This is an optimization exercise on Yosys and OpenROAD, whose aim is small area, a short achievable clock period and few clock cycles, not a production implementation.
In this exercise RTL edits were held to simulation tests only and were not proved equivalent to the original.
No activity file was given, so power comes from the tool's default toggle rates.

### run.sh
#!/bin/bash
# synth_recipe.tcl (not shown) runs the flow's synth.tcl, then flattens the netlist and writes it again
# the make line also repeats each setting of config.mk as NAME=value (left out here)
make -C /OpenROAD-flow-scripts/flow DESIGN_CONFIG=/design/flow/config.mk WORK_HOME=/design/flow/orfs CLKGATE_MAP_FILE= SYNTH_SCRIPT=/design/flow/synth_recipe.tcl finish
### config.mk
export PLATFORM = sky130hd
export DESIGN_NAME = hp_emc
export DESIGN_NICKNAME = hp_emc
export VERILOG_FILES = /design/flow/design.v
export SDC_FILE = /design/flow/constraint.sdc
export NUM_CORES = 4
export LEC_CHECK = 0
export ABC_AREA = 1
export CAP_MARGIN = 20
export CORE_MARGIN = 2
export CORE_UTILIZATION = 40
export SLEW_MARGIN = 20
### constraint.sdc
create_clock -name core_clock -period 22.0 [get_ports {clk}]
set_input_delay 4.4000 -clock core_clock [delete_from_list [all_inputs] [get_ports {clk}]]
set_output_delay 4.4000 -clock core_clock [all_outputs]
set_load 0.01 [all_outputs]
### design.v
module bcd_add12 (
    input  wire [47:0] p,
    input  wire [47:0] q6,
    input  wire        cin,
    output reg  [47:0] s,
    output wire        cout
);
    wire [48:0] w = {1'b0, p} + {1'b0, q6} + {48'd0, cin};
    wire [48:0] c = w ^ {1'b0, p} ^ {1'b0, q6};    
    integer i;
    always @* begin
        for (i = 0; i < 12; i = i + 1)
            s[4*i +: 4] = c[4*i+4] ? w[4*i +: 4] : w[4*i +: 4] + 4'd10;
    end
    assign cout = w[48];
endmodule
module bcd_cmp12 (
    input  wire [47:0] p,
    input  wire [47:0] q6,
    input  wire        cin,
    output wire        cout
);
    wire [48:0] w = {1'b0, p} + {1'b0, q6} + {48'd0, cin};
    assign cout = w[48];
endmodule
module bcd_dbl12 (
    input  wire [47:0] x,
    output reg  [47:0] d,
    output wire        hi
);
    integer i;
    reg [3:0] t;
    reg       c;
    always @* begin
        c = 1'b0;
        for (i = 0; i < 12; i = i + 1) begin
            t = x[4*i +: 4];
            case (t)
                4'd0: d[4*i +: 4] = {3'd0, c};
                4'd1: d[4*i +: 4] = {3'd1, c};
                4'd2: d[4*i +: 4] = {3'd2, c};
                4'd3: d[4*i +: 4] = {3'd3, c};
                4'd4: d[4*i +: 4] = {3'd4, c};
                4'd5: d[4*i +: 4] = {3'd0, c};
                4'd6: d[4*i +: 4] = {3'd1, c};
                4'd7: d[4*i +: 4] = {3'd2, c};
                4'd8: d[4*i +: 4] = {3'd3, c};
                default: d[4*i +: 4] = {3'd4, c};
            endcase
            c = (t >= 4'd5);
        end
    end
    assign hi = x[47:44] >= 4'd5;
endmodule
module hp_emc (
    input  wire        clk,
    input  wire        rst,
    input  wire        start,
    input  wire [15:0] ir,
    input  wire [15:0] a_in,
    input  wire [15:0] b_in,
    input  wire [15:0] se_in,
    input  wire        dc_in,
    input  wire [47:0] ar1_in,
    input  wire [47:0] ar2_in,
    output wire        ready,
    output reg         done,
    output reg  [1:0]  fail,
    output reg  [15:0] a_out,
    output reg  [15:0] b_out,
    output reg  [15:0] se_out,
    output reg         dc_out,
    output reg  [47:0] ar1_out,
    output reg  [47:0] ar2_out
);
    localparam [15:0] OP_MWA = 16'h7200, OP_CMY = 16'h7220, OP_CMX = 16'h7260,
                      OP_FXA = 16'h7280, OP_NRM = 16'h7340, OP_CDC = 16'h73C0,
                      OP_FMP = 16'h7A00, OP_FDV = 16'h7A21, OP_MRX = 16'h7B00,
                      OP_DRS = 16'h7B21, OP_MRY = 16'h7B40, OP_MLY = 16'h7B61,
                      OP_MPY = 16'h7B8F;
    localparam [3:0] O_NONE = 4'd0, O_MPY = 4'd1, O_FXA = 4'd2, O_MWA = 4'd3,
                     O_CMX = 4'd4, O_CMY = 4'd5, O_CDC = 4'd6, O_NRM = 4'd7,
                     O_FMP = 4'd8, O_FDV = 4'd9, O_MRX = 4'd10, O_MRY = 4'd11,
                     O_MLY = 4'd12, O_DRS = 4'd13;
    localparam [1:0] F_NONE = 2'd0, F_DIGIT = 2'd1, F_DIV0 = 2'd2, F_STUFF = 2'd3;
    function [3:0] fmp_step(input [3:0] k);
        case (k)
            4'd3, 4'd6, 4'd11, 4'd14: fmp_step = 4'd1;
            4'd7, 4'd10, 4'd15:       fmp_step = 4'd2;
            4'd9, 4'd12:              fmp_step = 4'd4;
            4'd13:                    fmp_step = 4'd5;
            default:                  fmp_step = k;
        endcase
    endfunction
    function fmp_one(input [3:0] k);
        fmp_one = (k == 4'd0) || (k == 4'd1) || (k == 4'd2) || (k == 4'd4) ||
                  (k == 4'd5) || (k == 4'd8);
    endfunction
    reg        rdy;         
    reg        v;           
    reg [3:0]  op;
    reg        fst;         
    reg        sc;          
    reg        sc2;         
    reg [3:0]  kr;          
    reg [4:0]  cnt;         
    reg [3:0]  acc;         
    reg [15:0] a1, b1, se1;
    reg        dc1;
    reg [47:0] x1, r1;      
    assign ready = rdy;
    reg [3:0] op_in;
    always @* begin
        case (ir)
            OP_MPY: op_in = O_MPY;
            OP_FXA: op_in = O_FXA;
            OP_MWA: op_in = O_MWA;
            OP_CMX: op_in = O_CMX;
            OP_CMY: op_in = O_CMY;
            OP_CDC: op_in = O_CDC;
            OP_NRM: op_in = O_NRM;
            OP_FMP: op_in = O_FMP;
            OP_FDV: op_in = O_FDV;
            OP_MRX: op_in = O_MRX;
            OP_MRY: op_in = O_MRY;
            OP_MLY: op_in = O_MLY;
            OP_DRS: op_in = O_DRS;
            default: op_in = O_NONE;
        endcase
    end
    wire multi_in = (ir == OP_MPY) || (ir == OP_FDV) ||
                    ((ir == OP_FMP) && !fmp_one(b_in[3:0]));
    wire is_mpy = (op == O_MPY);
    wire is_fxa = (op == O_FXA);
    wire is_mwa = (op == O_MWA);
    wire is_cmx = (op == O_CMX);
    wire is_cmy = (op == O_CMY);
    wire is_cdc = (op == O_CDC);
    wire is_nrm = (op == O_NRM);
    wire is_fmp = (op == O_FMP);
    wire is_fdv = (op == O_FDV);
    wire is_mrx = (op == O_MRX);
    wire is_mry = (op == O_MRY);
    wire is_mly = (op == O_MLY);
    wire is_drs = (op == O_DRS);
    reg ar1_ok, ar2_ok, b_ok;
    integer i;
    always @* begin
        ar1_ok = 1'b1;
        ar2_ok = 1'b1;
        b_ok   = 1'b1;
        for (i = 0; i < 12; i = i + 1) begin
            if (x1[4*i +: 4] > 4'd9) ar1_ok = 1'b0;
            if (r1[4*i +: 4] > 4'd9) ar2_ok = 1'b0;
        end
        for (i = 0; i < 4; i = i + 1)
            if (b1[4*i +: 4] > 4'd9) b_ok = 1'b0;
    end
    wire a_big = (a1 > 16'd9);
    reg [1:0] chk;
    always @* begin
        chk = F_NONE;
        if (((is_fxa || is_fmp || is_fdv || is_cmx) && !ar1_ok) ||
            ((is_fxa || is_fmp || is_fdv || is_cmy || is_mwa) && !ar2_ok) ||
            (is_mwa && !b_ok))
            chk = F_DIGIT;
        else if (is_fdv && x1 == 48'd0)
            chk = F_DIV0;
        else if ((is_mrx || is_mry || is_mly) && a_big)
            chk = F_STUFF;
    end
    wire failing = fst && (chk != F_NONE);
    wire [47:0] x2, x4, x8, x16;
    wire        x2h, x4h, x8h, x16h;
    bcd_dbl12 u_d2  (.x(x1), .d(x2),  .hi(x2h));
    bcd_dbl12 u_d4  (.x(x2), .d(x4),  .hi(x4h));
    bcd_dbl12 u_d8  (.x(x4), .d(x8),  .hi(x8h));
    bcd_dbl12 u_d16 (.x(x8), .d(x16), .hi(x16h));
    reg [47:0] x5;
    always @* begin
        for (i = 0; i < 12; i = i + 1)
            x5[4*i +: 4] = (x1[4*i] ? 4'd5 : 4'd0) +
                           ((i == 0) ? 4'd0 : {1'b0, x1[4*i-3 +: 3]});
    end
    wire [3:0] h2 = {3'd0, x2h};
    wire [3:0] h4 = {2'd0, x2h, x4h};
    wire [3:0] h8 = {1'b0, x2h, x4h, x8h};
    wire [3:0] h5 = {2'd0, x1[47:45]};
    function [47:0] plus6(input [47:0] m);
        integer j;
        for (j = 0; j < 12; j = j + 1)
            plus6[4*j +: 4] = {m[4*j+3] | m[4*j+2] | m[4*j+1],
                               ~(m[4*j+2] ^ m[4*j+1]), ~m[4*j+1], m[4*j]};
    endfunction
    function [47:0] nines(input [47:0] m);
        integer j;
        for (j = 0; j < 12; j = j + 1)
            nines[4*j +: 4] = {~(m[4*j+3] | m[4*j+2] | m[4*j+1]),
                               m[4*j+2] ^ m[4*j+1], m[4*j+1], ~m[4*j]};
    endfunction
    wire [3:0] fm = fmp_step(kr);                
    wire fdv_x  = is_fdv && !sc;
    wire fdv_8  = is_fdv && sc;
    wire q_x  = is_fxa || fdv_x || (is_fmp && fm == 4'd1);
    wire q_2  = is_fmp && fm == 4'd2;
    wire q_4  = is_fmp && fm == 4'd4;
    wire q_5  = is_fmp && fm == 4'd5;
    wire q_8  = fdv_8 || (is_fmp && fm == 4'd8);
    wire q_b  = is_mwa;
    wire q_n1 = is_cmx;
    wire q_n2 = is_cmy;
    wire [47:0] qr = ({48{q_x}}  & x1) |
                     ({48{q_2}}  & x2) |
                     ({48{q_4}}  & x4) |
                     ({48{q_5}}  & x5) |
                     ({48{q_8}}  & x8) |
                     ({48{q_b}}  & {32'd0, b1}) |
                     ({48{q_n1}} & nines(x1)) |
                     ({48{q_n2}} & nines(r1));
    wire [47:0] q6 = plus6(qr);
    wire [47:0] p = (is_cmx || is_cmy) ? 48'd0 : r1;
    wire cin = ((is_fxa || is_mwa) && dc1) || is_cmx || is_cmy ||
               (is_fmp && fst && dc1 && kr != 4'd0) ||
               (is_fdv && (fst || (sc && !sc2)) && dc1);
    wire [47:0] s;
    wire        co;
    bcd_add12 u_add (.p(p), .q6(q6), .cin(cin), .s(s), .cout(co));
    wire co16;
    bcd_cmp12 u_cmp (.p(r1), .q6(plus6(x16)), .cin(dc1), .cout(co16));
    wire none16 = !co16 && !x8h && !x16h && !x4h && !x2h;
    wire [3:0] fh = (fm == 4'd2) ? h2 : (fm == 4'd4) ? h4 :
                    (fm == 4'd5) ? h5 : (fm == 4'd8) ? h8 : 4'd0;
    wire [3:0] acc_n = acc + fh + {3'd0, co};
    wire signed [8:0]  mb = {fst & b1[15], b1[15:8]};    
    wire signed [31:0] macc = fst ? 32'sd0 : $signed({b_out[7:0], a_out, 8'd0});
    wire signed [31:0] prod = macc + $signed(a1) * mb;
    reg [3:0] nz;               
    always @* begin
        nz = 4'd12;
        for (i = 0; i < 12; i = i + 1)
            if (r1[4*i +: 4] != 4'd0) nz = 4'd11 - i[3:0];
    end
    wire [3:0] kk = b1[3:0];
    wire       sh_r = is_mrx || is_mry || is_drs;    
    wire [3:0] k   = is_drs ? 4'd1 : kk;
    reg  [3:0] rot;
    always @* begin
        if (is_nrm)       rot = (nz == 4'd0 || nz == 4'd12) ? 4'd0 : 4'd12 - nz;
        else if (is_mly)  rot = 4'd11;
        else              rot = (k >= 4'd12) ? 4'd0 : k;
    end
    wire [47:0] sv = (is_mrx || is_drs) ? x1 : r1;
    wire [47:0] ra = rot[0] ? {sv[3:0], sv[47:4]} : sv;
    wire [47:0] rb = rot[1] ? {ra[7:0], ra[47:8]} : ra;
    wire [47:0] rc = rot[2] ? {rb[15:0], rb[47:16]} : rb;
    wire [47:0] rd = rot[3] ? {rc[31:0], rc[47:32]} : rc;
    wire [3:0]  stuff = is_drs ? 4'd0 : a1[3:0];
    reg  [47:0] sh;
    always @* begin
        for (i = 0; i < 12; i = i + 1) begin
            if (sh_r && (i + k >= 13))
                sh[4*i +: 4] = 4'd0;
            else if (sh_r && (i + k == 12))
                sh[4*i +: 4] = stuff;
            else if (is_mly && i == 0)
                sh[4*i +: 4] = a1[3:0];
            else
                sh[4*i +: 4] = rd[4*i +: 4];
        end
    end
    wire [3:0] od = is_mly ? rd[3:0] :
                    (k == 4'd13) ? stuff :
                    (k >= 4'd14) ? 4'd0 : rd[47:44];
    wire wr_od = is_mly || is_drs || ((is_mrx || is_mry) && kk != 4'd0);
    wire fmp_fin = (fm == kr);
    wire fdv_fin = co || sc2;
    wire fin = failing || !(is_fmp || is_fdv || is_mpy) ||
               (is_fmp && fmp_fin) || (is_fdv && fdv_fin) || (is_mpy && !fst);
    wire [3:0] kr_n = kr - fm;
    wire last_n = (is_fmp && fmp_one(kr_n)) || (is_mpy && fst) ||
                  (is_fdv && sc && !sc2);
    always @(posedge clk) begin
        if (rst) begin
            rdy  <= 1'b1;
            v    <= 1'b0;
            done <= 1'b0;
        end else begin
            done <= v && fin;
            if (rdy) begin
                v    <= start;
                rdy  <= !start || !multi_in;
            end else begin
                if (fin) v <= 1'b0;
                rdy <= fin || last_n;
            end
        end
    end
    always @(posedge clk) begin
        if (rdy) begin
            op  <= op_in;
            fst <= 1'b1;
            sc  <= 1'b0;
            sc2 <= 1'b0;
            kr  <= b_in[3:0];
            cnt <= 5'd0;
            acc <= 4'd0;
            a1  <= a_in;
            b1  <= b_in;
            se1 <= se_in;
            dc1 <= dc_in;
            x1  <= ar1_in;
            r1  <= ar2_in;
        end else begin
            fst <= 1'b0;
            if (is_mpy) b1[15:8] <= b1[7:0];
            if (is_fmp) begin
                kr  <= kr_n;
                acc <= acc_n;
                r1  <= s;
            end
            if (is_fdv) begin
                if (fst && none16) begin
                    sc <= 1'b1;
                end else begin
                    r1  <= s;
                    cnt <= cnt + 5'd1;
                    if (sc) sc2 <= 1'b1;
                end
            end
        end
    end
    always @(posedge clk) begin
        fail    <= failing ? chk : F_NONE;
        a_out   <= a1;
        b_out   <= b1;
        se_out  <= se1;
        dc_out  <= dc1;
        ar1_out <= x1;
        ar2_out <= r1;
        if (!failing) begin
            if (is_mpy) begin
                a_out <= prod[15:0];
                b_out <= prod[31:16];
            end
            if (is_fxa || is_mwa) begin
                ar2_out <= s;
                dc_out  <= co;
            end
            if (is_cmx) ar1_out <= s;
            if (is_cmy || is_fmp || is_fdv) ar2_out <= s;
            if (is_fmp) a_out <= {12'd0, acc_n};
            if (is_fdv) b_out <= sc2 ? 16'd16 : {11'd0, cnt};
            if (is_cmx || is_cmy || is_cdc || is_fmp || is_fdv || is_mrx ||
                is_mry || is_mly || is_drs)
                dc_out <= 1'b0;
            if (is_nrm) begin
                ar2_out <= sh;
                b_out   <= {12'd0, nz};
                dc_out  <= (nz == 4'd12);
            end
            if (is_mrx || is_drs) ar1_out <= sh;
            if (is_mry || is_mly) ar2_out <= sh;
            if (wr_od) begin
                a_out  <= {12'd0, od};
                se_out <= {12'd0, od};
            end
        end
    end
endmodule
==> run notes, run 1 <==
Outcome
The flow ran to the end and the layout has no timing, DRC or antenna violations.

Route
The residual antenna-violating net count after detailed routing is 0. The detailed router's first-iteration violation count is 6145. After detailed routing, the number of remaining DRC violations is 0. After detailed routing, the average wire length per cell comes to around 27 um. The pre-antenna-repair detailed-routing pass consisted of 6 iterations. The final wirelength is ~200000 um. In the routed layout, each cell is associated on average with a via count of ~5.9. The overall via count from detail_route is between 40000 and 50000.

Timing
The final number of hold-violating endpoints was 0. The final critical path takes up 33.10% of the cycle. The worst pin sits at a relative slew slack of between 7 and 8%. On the final layout, the worst clock skew is approximately 0.034 ns.

Based on the critical path, the design can be clocked at up to roughly 0.14 GHz. For the pin with the worst max-slew slack, the measured transition is between 1 and 1.5 ns. The sum of negative setup slack is 0 ns.

The minimum clock period after layout is between 7 and 8 ns. Setup repair after global routing left no endpoint under its margin. The number of setup violations in the final report is 0. The total count of max-transition violations in the final report was 0.

Critical path
The maximum fanout encountered on the critical timing path is 16. At the worst endpoint, the arrival time is roughly 7.8 ns. By instance count, the cell type seen most on the critical path is nand2_1.

The data required time of the critical path is between 20 and 25 ns. On the critical path the largest part of the delay comes from simple AND/OR/NAND/NOR gates. In this design, the stage delay of the slowest critical-path cell is 0.74 ns. Counting both buffers and inverters, the worst setup path holds a total of 7. The largest individual stage delay along the critical path comes from the cell nor2_1. The critical path startpoint category is a flip-flop.

The worst setup path is captured at a flip-flop. The category of the critical setup timing path is reg2reg.

Clock tree
The clock root buffer is clkbuf_16. The number of H-tree branching levels is 2. TritonCTS built the clock tree.

TritonCTS created 43 clock buffers. Clock-pin slew was measured on the worst setup and hold paths at about 0.060 ns. The clock sink total is 318. After clock tree synthesis, the setup repair step added 0 buffers. For this design, the CTS-stage hold fixing added 0 buffers. The count of instances resized after the clock tree is built is 0. The longest clock path from root to sink contains 3 buffers.

The clock latency of the later-clocked register in the worst-skew pair is ~0.65 ns.

Global routing
The number of global-route vias before repair is between 30000 and 40000. Global routing used between 40% and 50% of the available tracks across all layers. The wire length of the first global-routing pass is around 280000 um. The largest net degree at the start of global routing is between 100 and 150. The number of antenna violations at the first check in global routing is 16. After global routing the overflow that remains totals 0.

Final layout
The share of cells above drive strength 1 is 4.622%. The final cell count without fillers is slightly above 7000. At the end of the flow, the number of nets in the layout was 6561.

Compared with the post-synthesis result, the final layout area differs by 15.49%.

Floorplan
The floorplan die height is 307.9 um. The floorplan has about 110 rows. The effective utilization at floorplan is approximately two fifths. 313 I/O pins were placed. After floorplanning, the core was sized to cover 91660 um^2. The die covers 94810 um^2. The floorplan step set the die width to approximately 310 um.

Yosys
The flip-flop cell with the highest count after synthesis is dfxtp_1. The cell with the most instances after synthesis is nand2_1. During synthesis, Yosys emitted a total of 3 warnings. The async set or reset register ratio after synthesis is 0%. The post-synthesis average cell area is ~6.3 um^2. The synthesized design contains 105 enable-type register cells. The number of nets in the synthesized netlist is around 6400. Yosys attributes the largest share of cell area to nand2_1, dfxtp_1, inv_1. Synthesis produced a netlist whose cell count is between 5000 and 6000. The commonest cells after synthesis are nand2_1, inv_1, nor2_1. The largest area contributor in the synthesized netlist is nand2_1. Sequential elements use 20.08% of the synthesized area. The synthesized flop and latch total is roughly 320. The number of distinct library cell variants in the gate-level netlist after synthesis is a little over 80. The cell area after technology mapping is about 37000 um^2. After synthesis, the largest area contributor takes up between 10 and 15% of total cell area.

Placement
The total of buffers placed on input and output ports is about 310. Detailed placement ended at an HPWL of between 150000 and 200000 um. The congestion estimate from routability-driven global placement came to approximately 1.1.

The number of placed instances with taps included is 7163.

Run
The number of max-cap violations is 0.

Power and ir drop
In this run the power density over the cells is roughly 71 nW/um^2. The maximum resistive drop on vdd is ~0.00006 V. For this design the static power due to leakage is around 21 nW.

Hold path
The type of the most critical hold path is reg2reg.
worst register-to-register path: cells and delay by family, from the launching register on:
kind	cells	cell delay [ns]
fa+ha+maj	2	0.56
flops	1	0.42
simple gates	17	2.58
xor+xnor	1	0.19
compound gates	10	2.34
buf+inv	7	1.05
metrics by stage:
step | utilization (%) | hold slack, ns | power [mW] | worst slack (ns) | instance area [um^2]
after floorplan | - | 0.4191 | 1.766 | 15.20 | 36950
after global placement | 44.91 | 0.4265 | 2.255 | 14.95 | 41160
after detailed placement | 44.92 | 0.4311 | 2.260 | 14.95 | 41180
after CTS | 46.53 | 0.4432 | 3.023 | 14.92 | 42650
after global routing | 46.55 | 0.4622 | 3.254 | 14.40 | 42660
final | 46.55 | 0.4437 | 3.050 | 14.72 | 42670
where the power goes:
part | internal [mW] | total, mW | switching, mW
Combinational | 0.572 | 1.60 | 1.03
Sequential | 0.636 | 0.694 | 0.0578
Clock | 0.437 | 0.755 | 0.318
Total | 1.65 | 3.05 | 1.40
area by class of cell:
cell class | instances | area [um^2]
Antenna cell | 2 | 5.005
Clock buffer | 60 | 1255
Clock inverter | 20 | 216.5
Fill cell | 9741 | 48990
Inverter | 879 | 3306
Multi-Input combinational cell | 4382 | 25190
Sequential cell | 318 | 7421
Tap cell | 1186 | 1484
Timing Repair Buffer | 399 | 3789
cell usage in the layout, fill, tap and decap left out, types with 45 or more instances in the layout:
master	synthesis	routed
o211ai_1	50	50
edfxtp_1	105	105
o21ai_0	369	364
xor2_1	56	56
buf_4	11	85
nand3_1	528	527
a21oi_1	403	402
dfxtp_1	213	212
clkbuf_16	0	47
fa_1	156	156
o21ai_1	116	120
nand4_1	51	51
ha_1	218	218
inv_1	850	848
nor3_1	45	45
clkdlybuf4s50_1	0	312
nor2_1	529	526
o22ai_1	48	48
nand2_1	1427	1425
metal layers:
layer	GRT usage, %	vias to the layer above	wire length, um
li1	-	19590	-
met1	57.14	20160	84040
met2	57.97	2572	79250
met3	11.62	420	24730
met4	14.82	12	8303
met5	0	-	97
flip-flops by register name, summed over array words and instances (netlist names), 48 cells and up:
| signal | flops |
|---|---|
| ar1_out | 48 |
| ar2_out | 48 |
| r1 | 48 |
| x1 | 48 |
cells by family after synthesis:
group                    share of synthesized area [%]
flip-flops                                       20.08
AND/OR/NAND/NOR                                  30.38
buffers and inverters                            11.88
AO/OA/AOI/OAI                                    19.31
XOR/XNOR                                         2.465
adder cells (fa/ha/maj)                          15.84
multiplexers                                   0.05419
path summary, 6_finish.rpt:
kind / start / endpoint / slack [ns] / depth (start not counted)
worst max-delay path: op[2]$_DFFE_PP_ / ar2_out[47]$_DFF_P_ / 14.72 / 37
worst min-delay path: se1[1]$_DFFE_PP_ / se_out[1]$_DFF_P_ / 0.44 / 2
worst max register to register: op[2]$_DFFE_PP_ / ar2_out[47]$_DFF_P_ / 14.72 / 37
worst min register to register: se1[1]$_DFFE_PP_ / se_out[1]$_DFF_P_ / 0.44 / 2
Testbench counts, summed over its fixed seeds: cycles 23,064.
==> run 2, diff against run 1 <==
--- a/design.v
+++ b/design.v
@@ -5,14 +5,46 @@
     output reg  [47:0] s,
     output wire        cout
 );
-    wire [48:0] w = {1'b0, p} + {1'b0, q6} + {48'd0, cin};
-    wire [48:0] c = w ^ {1'b0, p} ^ {1'b0, q6};    
+    reg [11:0] g, t;           
+    reg [47:0] s0, s1;         
+    reg [4:0]  w;
+    reg [3:0]  w1;
     integer i;
     always @* begin
+        for (i = 0; i < 12; i = i + 1) begin
+            w = {1'b0, p[4*i +: 4]} + {1'b0, q6[4*i +: 4]};
+            g[i] = w[4];
+            t[i] = (w[3:0] == 4'hF);
+            w1 = w[3:0] + 4'd1;
+            s0[4*i +: 4] = w[4] ? w[3:0] : w[3:0] + 4'd10;
+            s1[4*i +: 4] = (w[4] | t[i]) ? w1 : w1 + 4'd10;
+        end
+    end
+    reg [12:0] c;
+    reg [11:0] G [0:4];
+    reg [11:0] T [0:4];
+    integer l, d;
+    always @* begin
+        G[0] = g; T[0] = t;
+        G[0][0] = g[0] | (t[0] & cin);
+        T[0][0] = 1'b0;
+        for (l = 0; l < 4; l = l + 1) begin
+            d = 1 << l;
+            for (i = 0; i < 12; i = i + 1) begin
+                if (i >= d) begin
+                    G[l+1][i] = G[l][i] | (T[l][i] & G[l][i-d]);
+                    T[l+1][i] = T[l][i] & T[l][i-d];
+                end else begin
+                    G[l+1][i] = G[l][i];
+                    T[l+1][i] = T[l][i];
+                end
+            end
+        end
+        c = {G[4], cin};
         for (i = 0; i < 12; i = i + 1)
-            s[4*i +: 4] = c[4*i+4] ? w[4*i +: 4] : w[4*i +: 4] + 4'd10;
+            s[4*i +: 4] = c[i] ? s1[4*i +: 4] : s0[4*i +: 4];
     end
-    assign cout = w[48];
+    assign cout = c[12];
 endmodule
 module bcd_cmp12 (
     input  wire [47:0] p,
@@ -98,7 +130,7 @@
     endfunction
     reg        rdy;         
     reg        v;           
-    reg [3:0]  op;
+    reg [13:0] oh;          
     reg        fst;         
     reg        sc;          
     reg        sc2;         
@@ -108,7 +140,11 @@
     reg [15:0] a1, b1, se1;
     reg        dc1;
     reg [47:0] x1, r1;      
+    reg [4:0]  bneg, bone, btwo;    
     assign ready = rdy;
+    wire [4:0] bneg_hi, bone_hi, btwo_hi, bneg_lo, bone_lo, btwo_lo;
+    emc_booth u_bhi (.m({b_in[15], b_in[15:8]}), .neg(bneg_hi), .one(bone_hi), .two(btwo_hi));
+    emc_booth u_blo (.m({1'b0, b1[7:0]}),        .neg(bneg_lo), .one(bone_lo), .two(btwo_lo));
     reg [3:0] op_in;
     always @* begin
         case (ir)
@@ -130,19 +166,19 @@
     end
     wire multi_in = (ir == OP_MPY) || (ir == OP_FDV) ||
                     ((ir == OP_FMP) && !fmp_one(b_in[3:0]));
-    wire is_mpy = (op == O_MPY);
-    wire is_fxa = (op == O_FXA);
-    wire is_mwa = (op == O_MWA);
-    wire is_cmx = (op == O_CMX);
-    wire is_cmy = (op == O_CMY);
-    wire is_cdc = (op == O_CDC);
-    wire is_nrm = (op == O_NRM);
-    wire is_fmp = (op == O_FMP);
-    wire is_fdv = (op == O_FDV);
-    wire is_mrx = (op == O_MRX);
-    wire is_mry = (op == O_MRY);
-    wire is_mly = (op == O_MLY);
-    wire is_drs = (op == O_DRS);
+    wire is_mpy = oh[O_MPY];
+    wire is_fxa = oh[O_FXA];
+    wire is_mwa = oh[O_MWA];
+    wire is_cmx = oh[O_CMX];
+    wire is_cmy = oh[O_CMY];
+    wire is_cdc = oh[O_CDC];
+    wire is_nrm = oh[O_NRM];
+    wire is_fmp = oh[O_FMP];
+    wire is_fdv = oh[O_FDV];
+    wire is_mrx = oh[O_MRX];
+    wire is_mry = oh[O_MRY];
+    wire is_mly = oh[O_MLY];
+    wire is_drs = oh[O_DRS];
     reg ar1_ok, ar2_ok, b_ok;
     integer i;
     always @* begin
@@ -230,10 +266,11 @@
     wire none16 = !co16 && !x8h && !x16h && !x4h && !x2h;
     wire [3:0] fh = (fm == 4'd2) ? h2 : (fm == 4'd4) ? h4 :
                     (fm == 4'd5) ? h5 : (fm == 4'd8) ? h8 : 4'd0;
-    wire [3:0] acc_n = acc + fh + {3'd0, co};
-    wire signed [8:0]  mb = {fst & b1[15], b1[15:8]};    
+    wire [3:0] acc_f = acc + fh;
+    wire [3:0] acc_n = co ? acc_f + 4'd1 : acc_f;
     wire signed [31:0] macc = fst ? 32'sd0 : $signed({b_out[7:0], a_out, 8'd0});
-    wire signed [31:0] prod = macc + $signed(a1) * mb;
+    wire [31:0] prod;
+    emc_mul u_mul (.a(a1), .neg(bneg), .one(bone), .two(btwo), .acc(macc), .p(prod));
     reg [3:0] nz;               
     always @* begin
         nz = 4'd12;
@@ -297,7 +334,7 @@
     end
     always @(posedge clk) begin
         if (rdy) begin
-            op  <= op_in;
+            oh  <= 14'd1 << op_in;
             fst <= 1'b1;
             sc  <= 1'b0;
             sc2 <= 1'b0;
@@ -305,6 +342,9 @@
             cnt <= 5'd0;
             acc <= 4'd0;
             a1  <= a_in;
+            bneg <= bneg_hi;
+            bone <= bone_hi;
+            btwo <= btwo_hi;
             b1  <= b_in;
             se1 <= se_in;
             dc1 <= dc_in;
@@ -312,7 +352,9 @@
             r1  <= ar2_in;
         end else begin
             fst <= 1'b0;
-            if (is_mpy) b1[15:8] <= b1[7:0];
+            bneg <= bneg_lo;
+            bone <= bone_lo;
+            btwo <= btwo_lo;
             if (is_fmp) begin
                 kr  <= kr_n;
                 acc <= acc_n;
@@ -367,3 +409,51 @@
         end
     end
 endmodule
+module emc_mul (
+    input  wire [15:0] a,
+    input  wire [4:0]  neg,
+    input  wire [4:0]  one,
+    input  wire [4:0]  two,
+    input  wire [31:0] acc,
+    output wire [31:0] p
+);
+    reg [31:0] r [0:6];
+    reg [17:0] mag, pp;
+    integer j;
+    always @* begin
+        r[5] = acc;
+        r[6] = 32'hFD560000;
+        for (j = 0; j < 5; j = j + 1) begin
+            mag  = ({18{one[j]}} & {{2{a[15]}}, a}) | ({18{two[j]}} & {a[15], a, 1'b0});
+            pp   = mag ^ {18{neg[j]}};
+            r[j] = {14'd0, ~pp[17], pp[16:0]} << (2*j);
+            r[6][2*j] = neg[j];
+        end
+    end
+    function [63:0] csa(input [31:0] x, input [31:0] y, input [31:0] z);
+        csa = {((x & y) | (x & z) | (y & z)) << 1, x ^ y ^ z};
+    endfunction
+    wire [63:0] l1a = csa(r[0], r[1], r[2]);
+    wire [63:0] l1b = csa(r[3], r[4], r[5]);
+    wire [63:0] l2a = csa(l1a[31:0], l1a[63:32], l1b[31:0]);
+    wire [63:0] l3a = csa(l2a[31:0], l2a[63:32], l1b[63:32]);
+    wire [63:0] l4a = csa(l3a[31:0], l3a[63:32], r[6]);
+    assign p = l4a[31:0] + l4a[63:32];
+endmodule
+module emc_booth (
+    input  wire [8:0] m,
+    output reg  [4:0] neg,
+    output reg  [4:0] one,
+    output reg  [4:0] two
+);
+    reg [2:0] t;
+    integer j;
+    always @* begin
+        for (j = 0; j < 5; j = j + 1) begin
+            t      = {(2*j+1 > 8) ? m[8] : m[2*j+1], m[2*j], (j == 0) ? 1'b0 : m[2*j-1]};
+            neg[j] = t[2] & ~(t[1] & t[0]);
+            one[j] = t[1] ^ t[0];
+            two[j] = (t[2] & ~t[1] & ~t[0]) | (~t[2] & t[1] & t[0]);
+        end
+    end
+endmodule
--- a/config.mk
+++ b/config.mk
@@ -6,7 +6,7 @@
 export NUM_CORES = 4
 export LEC_CHECK = 0
 export ABC_AREA = 1
-export CAP_MARGIN = 20
+export CAP_MARGIN = 50
 export CORE_MARGIN = 2
 export CORE_UTILIZATION = 40
-export SLEW_MARGIN = 20
+export SLEW_MARGIN = 70
==> run notes, run 2 <==
Outcome
The flow ran to the end and the layout has no timing, DRC or antenna violations.

Yosys
The number of distinct library cell variants in the gate-level netlist after synthesis is 68 (-16%). The synthesized flop and latch total was 340 (+6.9%). Ranked by instance count, the synthesized netlist is headed by nand2_1, inv_1, nor2_1.

The number of enable flip-flop cells after synthesis is 114 (+8.6%). The sequential share of the synthesized area is 22.16% (+2.1 points). The post-synthesis average cell area is 6.400 um^2 (+0.83%). The async set or reset register ratio after synthesis is 0% (unchanged). The Yosys warning count came to 8 (+5). The net count after synthesis is 6098 (-4.1%). The cell with the most instances after synthesis is nand2_1.

For this run, the leading register cell type out of synthesis is dfxtp_1. The cell area after technology mapping came to 35870 um^2 (-2.9%). The number of cells produced by synthesis is 5605 (-3.7%). The area share of the largest cell type after synthesis is 12.61% (-1.9 points). The synthesized design spends more area on one cell type than any other, namely dfxtp_1. By area the synthesized netlist is led by dfxtp_1, nand2_1, edfxtp_1.

Route
The final routed wire length divided by cell count came to 25.66 um (-5.4%). The average via count per standard cell is 6.012 (+1.9%). The residual antenna-violating net count after detailed routing came to 0 (unchanged). The first-pass detailed-route iteration total came to 8 (+2). The final wirelength is 181100 um (-7.8%).

The overall via count from detail_route is 42450 (-0.72%). The detailed router's first-iteration violation count is 5572 (-9.3%). The number of remaining DRC errors is 0 (unchanged).

Critical path
The maximum fanout encountered on the critical timing path is 9 (-7). The worst reg-to-reg path cell count is 29 (-22%). In this run the critical register-to-register path is launched from x1[34]$_DFFE_PP_. The data required time of the critical path was 22.59 ns (+0.09 ns). The critical path arrival was 7.20 ns (-0.58 ns).

The worst setup path is captured at a flip-flop. The endpoint of the lowest-slack register-to-register path is a_out[2]$_DFF_P_. The setup slack of the worst register-to-register path is 15.39 ns (+0.68 ns). The critical path startpoint category is a flip-flop. For this design, the slowest cell found on the critical path is edfxtp_1. The category of the critical setup timing path is reg2reg. The cell repeated most along the worst path is inv_1. The start point of the critical path is x1[34]$_DFFE_PP_. The delay of the slowest cell on the worst path came to 0.55 ns (-0.19 ns).

Power and ir drop
The power per cell area was 67.23 nW/um^2 (-5.9%). The sequential share of power came to 24.9% (+2.1 points). The internal power summed over all cells is 1.586 mW (-3.6%). The clock network power share is 25.1% (+0.3 points). The switching power share of the total was 45.17% (-0.89 points). The maximum resistive drop on vdd was 0.00006558 V (+10%). The portion of total power attributed to combinational logic is 50.0% (-2.5 points).

The net switching power of the design is 1.307 mW (-7.0%). The leakage component of the power is 19.72 nW (-5.6%).

Timing
Setup repair after global routing left no endpoint under its margin. The sum of negative setup slack is 0 ns (unchanged). The worst-case headroom to the max-slew limit is 65.98% (+59 points). The slew of the pin with the lowest slew margin is 0.5096 ns (-0.8645 ns). The final worst-path cycle share is 30.02% (-3.1 points).

The number of setup violations in the final report is 0 (unchanged). The total count of max-transition violations in the final report is 0 (unchanged). The maximum clock frequency is 0.1514 GHz (+10%). The final number of hold-violating endpoints is 0 (unchanged). The worst setup skew after layout came to 0.02404 ns (-0.009905 ns). The minimum clock period after layout came to 6.605 ns (-0.6774 ns).

Placement
The HPWL after detailed placement was 143500 um (-9.5%). The routability-driven placement congestion ratio is 1.083 (+2.5%). The total of buffers placed on input and output ports is 312 (unchanged).

Final layout
In the layout the commonest cells are nand2_1, inv_1, nor2_1. The share of cells above drive strength 1 is 7.533% (+2.9 points). The library cell used most frequently in the layout, excluding fill and tap cells, is nand2_1. The layout overhead on the synthesized area is 19.97%. The post-route core utilization came to 48.54% (+2.0 points). The final layout net count is 6353 (-3.2%).

Floorplan
The floorplan die height was 303.5 um (-1.5%). The area of the core came to 88650 um^2 (-3.3%). The number of top-level design ports is 313 (unchanged). The overall die area came to 92080 um^2 (-2.9%). The effective utilization at floorplan is 40.46% (+0.16 points). The horizontal die dimension was 303.5 um (-1.5%). The count of standard-cell rows is 109 (-1.8%).

Hold path
The type of the most critical hold path is reg2reg. The startpoint of the lowest-slack hold path is v$_SDFFE_PP0P_. The hold path depth was 2 (unchanged). The sink of the worst hold path is done$_SDFF_PP0_.

Clock tree
The count of hold-fix buffers inserted at cts is 0 (unchanged). The number of H-tree branching levels is 2 (unchanged). The clock sink total is 340 (+6.9%). The clock tree buffer depth was 3 (unchanged). The clock root buffer is clkbuf_16. The clock latency of the later-clocked register in the worst-skew pair is 0.65 ns (about the same). The clock tree from TritonCTS is yes.

The count of instances resized after the clock tree is built is 0 (unchanged). The clock-pin slew reported for the worst setup and hold paths after clock tree synthesis came to 0.07 ns (about the same). The setup fix buffers added after clock tree synthesis is 0 (unchanged). The TritonCTS buffer count came to 42 (-2.3%).

Global routing
The largest net degree at the start of global routing is 81 (-28%). The number of global-route vias before repair came to 38580 (-1.2%). The remaining global-route overflow is 0 (unchanged). The total track usage is 38.21% (-2.2 points). The number of antenna violations at the first check in global routing is 13 (-3). The wire length of the first global-routing pass is 259400 um (-6.8%).

Run
The number of max-cap violations is 0 (unchanged).
run 2: changes by cell type after synthesis, moves of 21 or more:
cell,previous run,this run
xnor2_1,38,77
nor3_1,45,71
fa_1,156,74
a31oi_1,38,16
o21ai_1,116,88
ha_1,218,255
a21oi_1,403,491
o22ai_1,48,93
inv_1,850,720
buf_2,48,27
nor2_1,529,583
nand3_1,528,470
xor2_1,56,125
nand2_1,1427,1166
run 2: worst max path at each step:
stage,endpoint
after detailed placement,oh[10]$_SDFFCE_PN0P_
after CTS,a_out[1]$_DFF_P_
after floorplan,ready
after global routing,a_out[2]$_DFF_P_
final,a_out[2]$_DFF_P_
after global placement,a_out[0]$_DFF_P_
run 2: final cells by class:
class / count / area [um^2]
diodes: 1 / 2.502
well taps: 1165 / 1458
repair buffers: 442 / 4342
multi-input cells: 4276 / 25030
fillers: 9190 / 45620
inverters: 758 / 2873
clock inverters: 25 / 247.7
flip-flops and latches: 340 / 7966
clock buffers: 53 / 1112
run 2: power by group through the flow:
stage | Sequential, mW | Clock, mW | Combinational [mW]
final | 0.721 | 0.725 | 1.45
after global routing | 0.722 | 0.751 | 1.61
after CTS | 0.719 | 0.733 | 1.41
after detailed placement | 0.732 | 0 | 1.40
after global placement | 0.734 | 0 | 1.37
after floorplan | 0.719 | 0 | 0.947
run 2: through the flow:
step	setup WS [ns]	std cells	power [mW]	cell area, um^2	hold WS (ns)
global placement	14.73	6918	2.108	40070	0.4332
global route	14.99	7059	3.079	43030	0.4680
detailed placement	15.36	6973	2.131	41410	0.4367
finish	15.39	7060	2.893	43030	0.4531
floorplan	14.75	5605	1.666	35870	0.4193
CTS	15.50	7051	2.861	42770	0.4500
run 2: logic make-up after synthesis:
| group | Yosys count | synth area share, % |
|---|---|---|
| fa+ha+maj | 330 | 13.05 |
| flops | 340 | 22.16 |
| xor+xnor | 202 | 4.932 |
| buf+inv | 989 | 10.56 |
| compound gates | 1320 | 20.96 |
| simple gates | 2420 | 28.22 |
| mux | 4 | 0.1116 |
run 2: critical path, delay by kind of cell (launching register included):
kind	cells	cell delay, ns
compound gates	7	1.47
flops	1	0.55
buf+inv	6	0.80
fa+ha+maj	3	0.88
simple gates	13	2.85
run 2: routing by layer:
layer  share of wire (%)  global-route usage [%]  vias up
li1                    -                       -    19350
met1                  40                   50.81    19930
met4                 5.7                   18.09       10
met5               0.033                       0        -
met3                  13                   10.69      504
met2                  42                   57.02     2655

separate check: timing with driven ports:
In the flow no input, the clock included, has a driving cell. The finished layouts below were timed again as built, in two steps. Step 1 (the two cells are an assumption about what drives the block):
set clk [get_ports {clk}]
set_driving_cell -lib_cell sky130_fd_sc_hd__clkbuf_16 $clk
set_driving_cell -lib_cell sky130_fd_sc_hd__buf_2 [delete_from_list [all_inputs] $clk]
Step 2 times the ports against the registers' clock, not the clock port: input delays grow and output delays shrink by t, the midpoint of the rising clock arrivals with the driver on. Three values: ideal, step 1, step 2; two values: the first two.
run	t, ns	setup slack, ns	worst hold slack (ns)	worst setup path at the end	worst register clock-pin slew, ns
run 1	0.720	14.717 / 14.717 / 14.717	0.444 / 0.444 / 0.444	register to register	0.06 / 0.06
run 2	0.706	15.395 / 15.395 / 15.326	0.453 / 0.453 / 0.453	input to register	0.07 / 0.07
After both steps every run listed still meets setup and hold. The setup slack of run 2, which loses most, moves by 0.000 ns with the drivers and by -0.069 ns with both steps.
